Source: an optimization exercise on an open RTL-to-GDS flow (aim: small area). Production flows keep margins and buffers that such runs may drop.
Function was checked by simulation only, so behaviour that the tests miss may differ from the original.
Power is estimated from default activity; no workload was simulated.

$ cat flow/run.sh
#!/bin/bash
# synth_recipe.tcl (not shown) runs the flow's synth.tcl, then flattens the netlist and writes it again
# the make line also repeats each setting of config.mk as NAME=value (left out here)
make -C /OpenROAD-flow-scripts/flow DESIGN_CONFIG=/design/flow/config.mk WORK_HOME=/design/flow/orfs CLKGATE_MAP_FILE= SYNTH_SCRIPT=/design/flow/synth_recipe.tcl finish
$ cat flow/config.mk
export PLATFORM = sky130hd
export DESIGN_NAME = mjmux_rx
export DESIGN_NICKNAME = mjmux_rx
export VERILOG_FILES = /design/flow/design.v
export SDC_FILE = /design/flow/constraint.sdc
export NUM_CORES = 4
export LEC_CHECK = 0
export CAP_MARGIN = 20
export CORE_MARGIN = 2
export CORE_UTILIZATION = 40
export SLEW_MARGIN = 20
$ cat flow/constraint.sdc
create_clock -name core_clock -period 10.0 [get_ports {clk}]
set_input_delay 2.0000 -clock core_clock [delete_from_list [all_inputs] [get_ports {clk}]]
set_output_delay 2.0000 -clock core_clock [all_outputs]
set_load 0.01 [all_outputs]
$ cat flow/design.v
module mjmux_rx #(
    parameter integer BUFFER_SIZE = 128,
    parameter [6:0]   DEFAULT_ID  = 7'd1
) (
    input  wire        clk,
    input  wire        rst,           
    input  wire        rx_valid,
    input  wire [7:0]  rx_data,
    output wire        rx_ready,
    input  wire        rx_close,      
    input  wire        cfg_we,
    input  wire [7:0]  cfg_wdata,
    output wire [6:0]  node_id,
    output wire        out_valid,
    output wire [7:0]  out_data,
    output wire        out_last,
    input  wire        out_ready,
    output wire [15:0] stat_wrong_id,
    output wire [15:0] stat_checksum,
    output wire [15:0] stat_overrun
);
    localparam [3:0] S_H0      = 4'd0,
                     S_H1      = 4'd1,
                     S_SRC     = 4'd2,
                     S_DST     = 4'd3,
                     S_LEN     = 4'd4,
                     S_PAY     = 4'd5,
                     S_CRC0    = 4'd6,
                     S_CRC1    = 4'd7,
                     S_DELIVER = 4'd8;
    localparam [15:0] CRC_POLY = 16'h1021;
    function [15:0] crc_step;
        input [15:0] c_in;
        input [7:0]  b;
        integer i;
        reg [15:0] c;
        begin
            c = c_in ^ {b, 8'h00};
            for (i = 0; i < 8; i = i + 1) begin
                if (c[15])
                    c = (c << 1) ^ CRC_POLY;
                else
                    c = c << 1;
            end
            crc_step = c;
        end
    endfunction
    localparam [15:0] CRC_HDR = crc_step(crc_step(16'hFFFF, 8'h54), 8'hAB);
    reg [3:0]  state;
    reg [6:0]  id_q;
    reg [6:0]  ph;         
    reg [7:0]  idx;        
    reg [7:0]  len_q;
    reg [15:0] crc_q;
    reg        dst_ok;
    reg        lo_ok;
    reg [7:0]  obuf;
    reg        ov;
    reg [15:0] cnt_wrong_id;
    reg [15:0] cnt_checksum;
    reg [15:0] cnt_overrun;
    reg [7:0]  ring [0:BUFFER_SIZE-1];
    wire take = rx_valid && rx_ready;
    assign rx_ready  = (state != S_DELIVER) && ((state != S_PAY) || (ph == idx[6:0]));
    assign node_id   = id_q;
    assign out_valid = ov;
    assign out_data  = obuf;
    assign out_last  = (idx == len_q);
    assign stat_wrong_id = cnt_wrong_id;
    assign stat_checksum = cnt_checksum;
    assign stat_overrun  = cnt_overrun;
    wire        crc_tail = (state == S_CRC0) || (state == S_CRC1);
    wire [15:0] crc_next = crc_step(crc_q, crc_tail ? 8'h00 : rx_data);
    wire [15:0] crc_fin  = crc_step(crc_next, 8'h00);
    wire [2:0]  len_n   = idx[2:0];
    wire [7:0]  len_new = (len_n == 3'd0) ? {1'b0, rx_data[6:0]} : {(len_n == 3'd1) ? rx_data[0] : len_q[7], len_q[6:0]};
    wire        hi_new  = idx[7] |
                          ((len_n == 3'd1) ? (|rx_data[6:1]) :
                           (len_n == 3'd4) ? (|rx_data[3:0]) :
                           (len_n != 3'd0) ? (|rx_data[6:0]) : 1'b0);
    wire        len_over = hi_new || (len_new[7] && (|len_new[6:0]));
    wire [6:0]  dlt   = ph - idx[6:0];
    wire        avail = (idx != len_q) && (dlt[3:0] == 4'd0);
    wire [2:0]  tap   = dlt[6:4] - 3'd1;
    wire [7:0]  tapv  = ring[{tap, 4'hF}];
    always @(posedge clk) begin
        if (rst) begin
            id_q <= DEFAULT_ID;
        end else if (cfg_we) begin
            id_q <= cfg_wdata[6:0];
        end
    end
    integer k;
    always @(posedge clk) begin
        ring[0] <= (take && state == S_PAY) ? rx_data : ring[BUFFER_SIZE-1];
        for (k = 1; k < BUFFER_SIZE; k = k + 1)
            ring[k] <= ring[k-1];
    end
    always @(posedge clk) begin
        if (take && state == S_LEN && !rx_data[7] && !len_over)
            ph <= 7'd0;
        else
            ph <= ph + 7'd1;
    end
    always @(posedge clk) begin
        if (rst) begin
            state        <= S_H0;
            ov           <= 1'b0;
            cnt_wrong_id <= 16'd0;
            cnt_checksum <= 16'd0;
            cnt_overrun  <= 16'd0;
        end else if (rx_close && rx_ready) begin
            state <= S_H0;
        end else begin
            case (state)
                S_H0: if (take) begin
                    if (rx_data == 8'h54)
                        state <= S_H1;
                end
                S_H1: if (take) begin
                    if (rx_data == 8'hAB) begin
                        crc_q <= CRC_HDR;
                        state <= S_SRC;
                    end else if (rx_data != 8'h54) begin
                        state <= S_H0;
                    end
                end
                S_SRC: if (take) begin
                    crc_q <= crc_next;
                    obuf  <= rx_data;
                    state <= S_DST;
                end
                S_DST: if (take) begin
                    crc_q  <= crc_next;
                    dst_ok <= (rx_data == {1'b0, id_q});
                    idx    <= 8'd0;
                    state  <= S_LEN;
                end
                S_LEN: if (take) begin
                    crc_q  <= crc_next;
                    len_q  <= len_new;
                    idx    <= {hi_new, 4'd0, len_n + 3'd1};
                    if (rx_data[7]) begin
                        if (len_n == 3'd4) begin
                            if (cnt_overrun != 16'hFFFF)
                                cnt_overrun <= cnt_overrun + 16'd1;
                            state <= S_H0;
                        end
                    end else if (len_over) begin
                        if (cnt_overrun != 16'hFFFF)
                            cnt_overrun <= cnt_overrun + 16'd1;
                        state <= S_H0;
                    end else begin
                        idx   <= 8'd0;
                        state <= (len_new == 8'd0) ? S_CRC0 : S_PAY;
                    end
                end
                S_PAY: if (take) begin
                    crc_q <= crc_next;
                    idx   <= idx + 8'd1;
                    if (idx + 8'd1 == len_q)
                        state <= S_CRC0;
                end
                S_CRC0: if (take) begin
                    crc_q <= crc_next;
                    lo_ok <= (crc_fin[7:0] == rx_data);
                    state <= S_CRC1;
                end
                S_CRC1: if (take) begin
                    idx <= 8'd0;
                    if (!lo_ok || crc_next[15:8] != rx_data) begin
                        if (cnt_checksum != 16'hFFFF)
                            cnt_checksum <= cnt_checksum + 16'd1;
                        state <= S_H0;
                    end else if (!dst_ok) begin
                        if (cnt_wrong_id != 16'hFFFF)
                            cnt_wrong_id <= cnt_wrong_id + 16'd1;
                        state <= S_H0;
                    end else begin
                        ov    <= 1'b1;
                        state <= S_DELIVER;
                    end
                end
                S_DELIVER: if (!ov || out_ready) begin
                    if (ov && out_last) begin
                        ov    <= 1'b0;
                        state <= S_H0;
                    end else if (avail) begin
                        obuf <= tapv;
                        ov   <= 1'b1;
                        idx  <= idx + 8'd1;
                    end else begin
                        ov <= 1'b0;
                    end
                end
                default: state <= S_H0;
            endcase
        end
    end
endmodule
==> impl_metrics.toml <==
[place]
gp_congestion = 0.8227
place_inst = 2867
post-dp-hpwl_um = 27810
portBuffers = 86

[cts]
worstSkewPairLatency_ns = 0.66
cts_resized = 0
postCtsHoldBufs = 0
root_buffer = "clkbuf_16"
ctsHtreeMaxLevel = 3
cts_tree = "yes"
clock-sinks = 1133
cts_buffers = 100
cts_setup_buffers = 0
clock_path_buffers = 3
clk_pin_slew_ns = 0.06

[job]
maxCapViolCount = 0

[routing]
drtIter0Drc = 913
drc_errors = 0
drt-total-wl_um = 45790
vias_per_cell = 4.429
dr.pass1.iters = 5
vias = 13540
wl_per_cell_um = 14.98
ant_nets = 0

[timing]
fin_skew_ns = 0.04247
max_freq_mhz = 180.2
hold_ws_ns = 0.3000
setup-violations-final = 0
max-slew-margin-rel_pct = 31.65
hold_violations = 0
grt_setup_unrepaired = "false"
finalSetupTns_ns = 0
finalCriticalPeriod_ns = 5.549
worstMarginPinSlew_ns = 1.018
slew_violations = 0
post-route-period-util_pct = 55.49

[grt]
antenna_found_initial = 1
grt_pass1_wl_um = 73710
grt_max_degree = 69
track_usage_pct = 12.62
gr-total-overflow = 0
first_global_vias = 13570

[logic_synthesis]
synthArstFlopShare_pct = 0
synth_area_um2 = 28260
ys_types = 85
avgSynthCellArea_um2 = 14.99
synthCells = 1886
ys_seq_area_share_pct = 81.74
yosysWarnings = 2
synth_enable_flop_cells = 42
syn_nets = 1922
synth_seq_cells = 1133
synth_flop_cell = "dfxtp_1"

[worst_hold_path]
hp-class = "reg -> reg"

[floorplan]
core-area_um2 = 70030
die_x_um = 269.8
dieArea_um2 = 72800
die_h_um = 269.8
boundaryPins = 88
start_util_pct = 40.36
rows = 97

[run_status]
status = "finished clean"

[layout]
drive_gt1_share_pct = 11.68
fin_cells = 3056
fillCellCount = 5924
fin_util_pct = 48.10
final_nets = 2065
area_growth_pct = 19.17

[worst_setup_path]
cp-start-kind = "register"
arrival_ns = 3.55
crit_type = "reg -> out"
critPathMaxFanout = 22
cp-end-kind = "output pin"
cp.required_ns = 8.00

[power]
clockPowerShare_pct = 45.1
intPower_uw = 6900
power.share.switching_pct = 20.63
pwr-share-comb_pct = 2.6
seq_power_share_pct = 52.3
power_uw = 8693
p_switching_uw = 1793
powerDensity_nw_per_um2 = 258.1
ir_drop_mv = 0.1584
p_leak_uw = 0.01294
-- power by group through the flow --
stage | Sequential (uW) | Combinational (uW) | Clock, uW
final | 4550 | 223 | 3920
after floorplan | 4650 | 140 | 0
after CTS | 4550 | 226 | 4030
after global routing | 4540 | 240 | 4220
after global placement | 4650 | 224 | 0
after detailed placement | 4650 | 225 | 0
-- area by class of cell --
| type | instances | area, um^2 | share of cell area [%] |
|---|---|---|---|
| sequential | 1133 | 23100 | 68.59 |
| multi-input combinational | 673 | 4830 | 14.34 |
| clock buffer | 136 | 2985 | 8.864 |
| tap | 940 | 1176 | 3.492 |
| timing repair buffer | 95 | 923.4 | 2.742 |
| clock inverter | 51 | 561.8 | 1.668 |
| inverter | 26 | 97.59 | 0.2898 |
| antenna | 2 | 5.005 | 0.01486 |
-- cells by family (layout without fill, tap and decap cells) --
family | Yosys count | count (layout) | share of synthesized area (%)
AOI/OAI and AO/OA | 145 | 145 | 3.732
xor gates and xnor gates | 91 | 91 | 3.019
adders and majority gates | 14 | 14 | 0.6464
buffers and inverters | 80 | 308 | 1.293
DFF | 1133 | 1133 | 81.74
muxes | 75 | 75 | 2.975
other | 0 | 2 | 0
and+or+nand+nor | 348 | 348 | 6.592
-- synth_stat cells, types with 14 or more instances --
cell      instances  share of area [%]
inv_1            25               0.33
a21oi_1          31               0.55
xor2_1           34                1.1
nand4_1          15               0.33
nand3_1          40               0.71
nand2_1          60               0.80
nor4_1           14               0.31
buf_2            16               0.28
dfxtp_1        1091                 77
nor2b_1          18               0.40
nor2_1           86                1.1
or4_1            17               0.45
nand2b_1         16               0.35
xnor2_1          53                1.6
clkbuf_1         27               0.36
edfxtp_1         42                4.5
mux2_2           23               0.92
mux2i_1          42                1.5
o21ai_0          22               0.39
-- state kept, by name, summed over array words and instances (netlist names) --
signal,cells
ring,1024
obuf,8
state,4
id_q,7
ph,7
cnt_wrong_id,16
idx,8
lo_ok,1
dst_ok,1
crc_q,16
cnt_overrun,16
cnt_checksum,16
ov,1
len_q,8
-- worst max-delay path: stages (launching register included) --
cell and delay (ns):
dfxtp_1 0.80, nor3_1 0.22, and2_0 0.56, a21oi_2 0.67, clkdlybuf4s50_1 0.67
-- worst paths after layout --
kind	startpoint	end	slack, ns	cells past startpoint
worst max-delay path	state[1]$_SDFFE_PN0P_	rx_ready	4.45	4
worst min-delay path	ring[112][3]$_DFF_P_	ring[113][3]$_DFF_P_	0.30	0
worst max register to register	state[1]$_SDFFE_PN0P_	idx[1]$_DFFE_PP_	6.15	6
worst min register to register	ring[112][3]$_DFF_P_	ring[113][3]$_DFF_P_	0.30	0
-- routing by layer --
layer | vias to the layer above | GRT usage, % | wire (um)
li1 | 6641 | - | -
met1 | 6518 | 17.99 | 23180
met2 | 279 | 18.39 | 19230
met3 | 98 | 2.596 | 1874
met4 | 0 | 5.863 | 1506
met5 | - | 0 | 0
-- placed cells by master (no fill, tap or decap), types with 6 or more instances in the layout --
cell type,n
mux2i_1,42
o41ai_1,9
clkbuf_1,8
a31oi_1,7
edfxtp_1,42
nor2_1,86
a21oi_1,31
inv_1,25
clkinv_2,24
o311ai_0,6
and3_1,8
buf_4,9
and2_1,6
or3_1,13
a211oi_1,7
clkbuf_16,106
nor3_1,11
clkdlybuf4s50_1,85
nor4_1,13
o21ai_0,22
clkinv_4,7
xnor2_1,52
clkbuf_8,22
o31ai_1,13
dfxtp_1,1091
ha_1,13
nand2_1,60
nor2b_1,18
xor2_1,34
nand2b_1,16
or2_2,11
mux2_2,23
nand4b_1,7
nand4_1,15
o211ai_1,6
bufinv_16,6
or4_1,17
nand3_1,40
-- stage by stage --
step                      instance area [um^2]  setup slack [ns]
after floorplan                          28260             5.457
after global placement                   30130             4.439
after detailed placement                 30130             4.328
after CTS                                33680             4.451
after global routing                     33680             4.264
final                                    33680             4.451

-- port drivers added, routing unchanged --
No port has a modelled driver above. Below, the same layout with a new extraction and two added sets of constraints. Step 1: set_driving_cell puts a clkbuf_16 on clk and a buf_2 on each other input, an assumption about the parent block. Step 2 moves the port delays by t, midway between the first and last clock arrival at a register: inputs arrive t later, outputs are due t later. That takes back most of the time a late clock gives input paths. Three values: no drivers, after step 1, after step 2; two values: the first two.
shift t [ns]: 0.706
setup slack, ns: 4.451 / 4.387 / 4.266
latest minus earliest clock arrival (ns): 0.049 / 0.049
After both steps setup and hold are still met in this run. For this run, drivers alone change the setup slack by -0.064 ns; drivers and shift together by -0.185 ns.
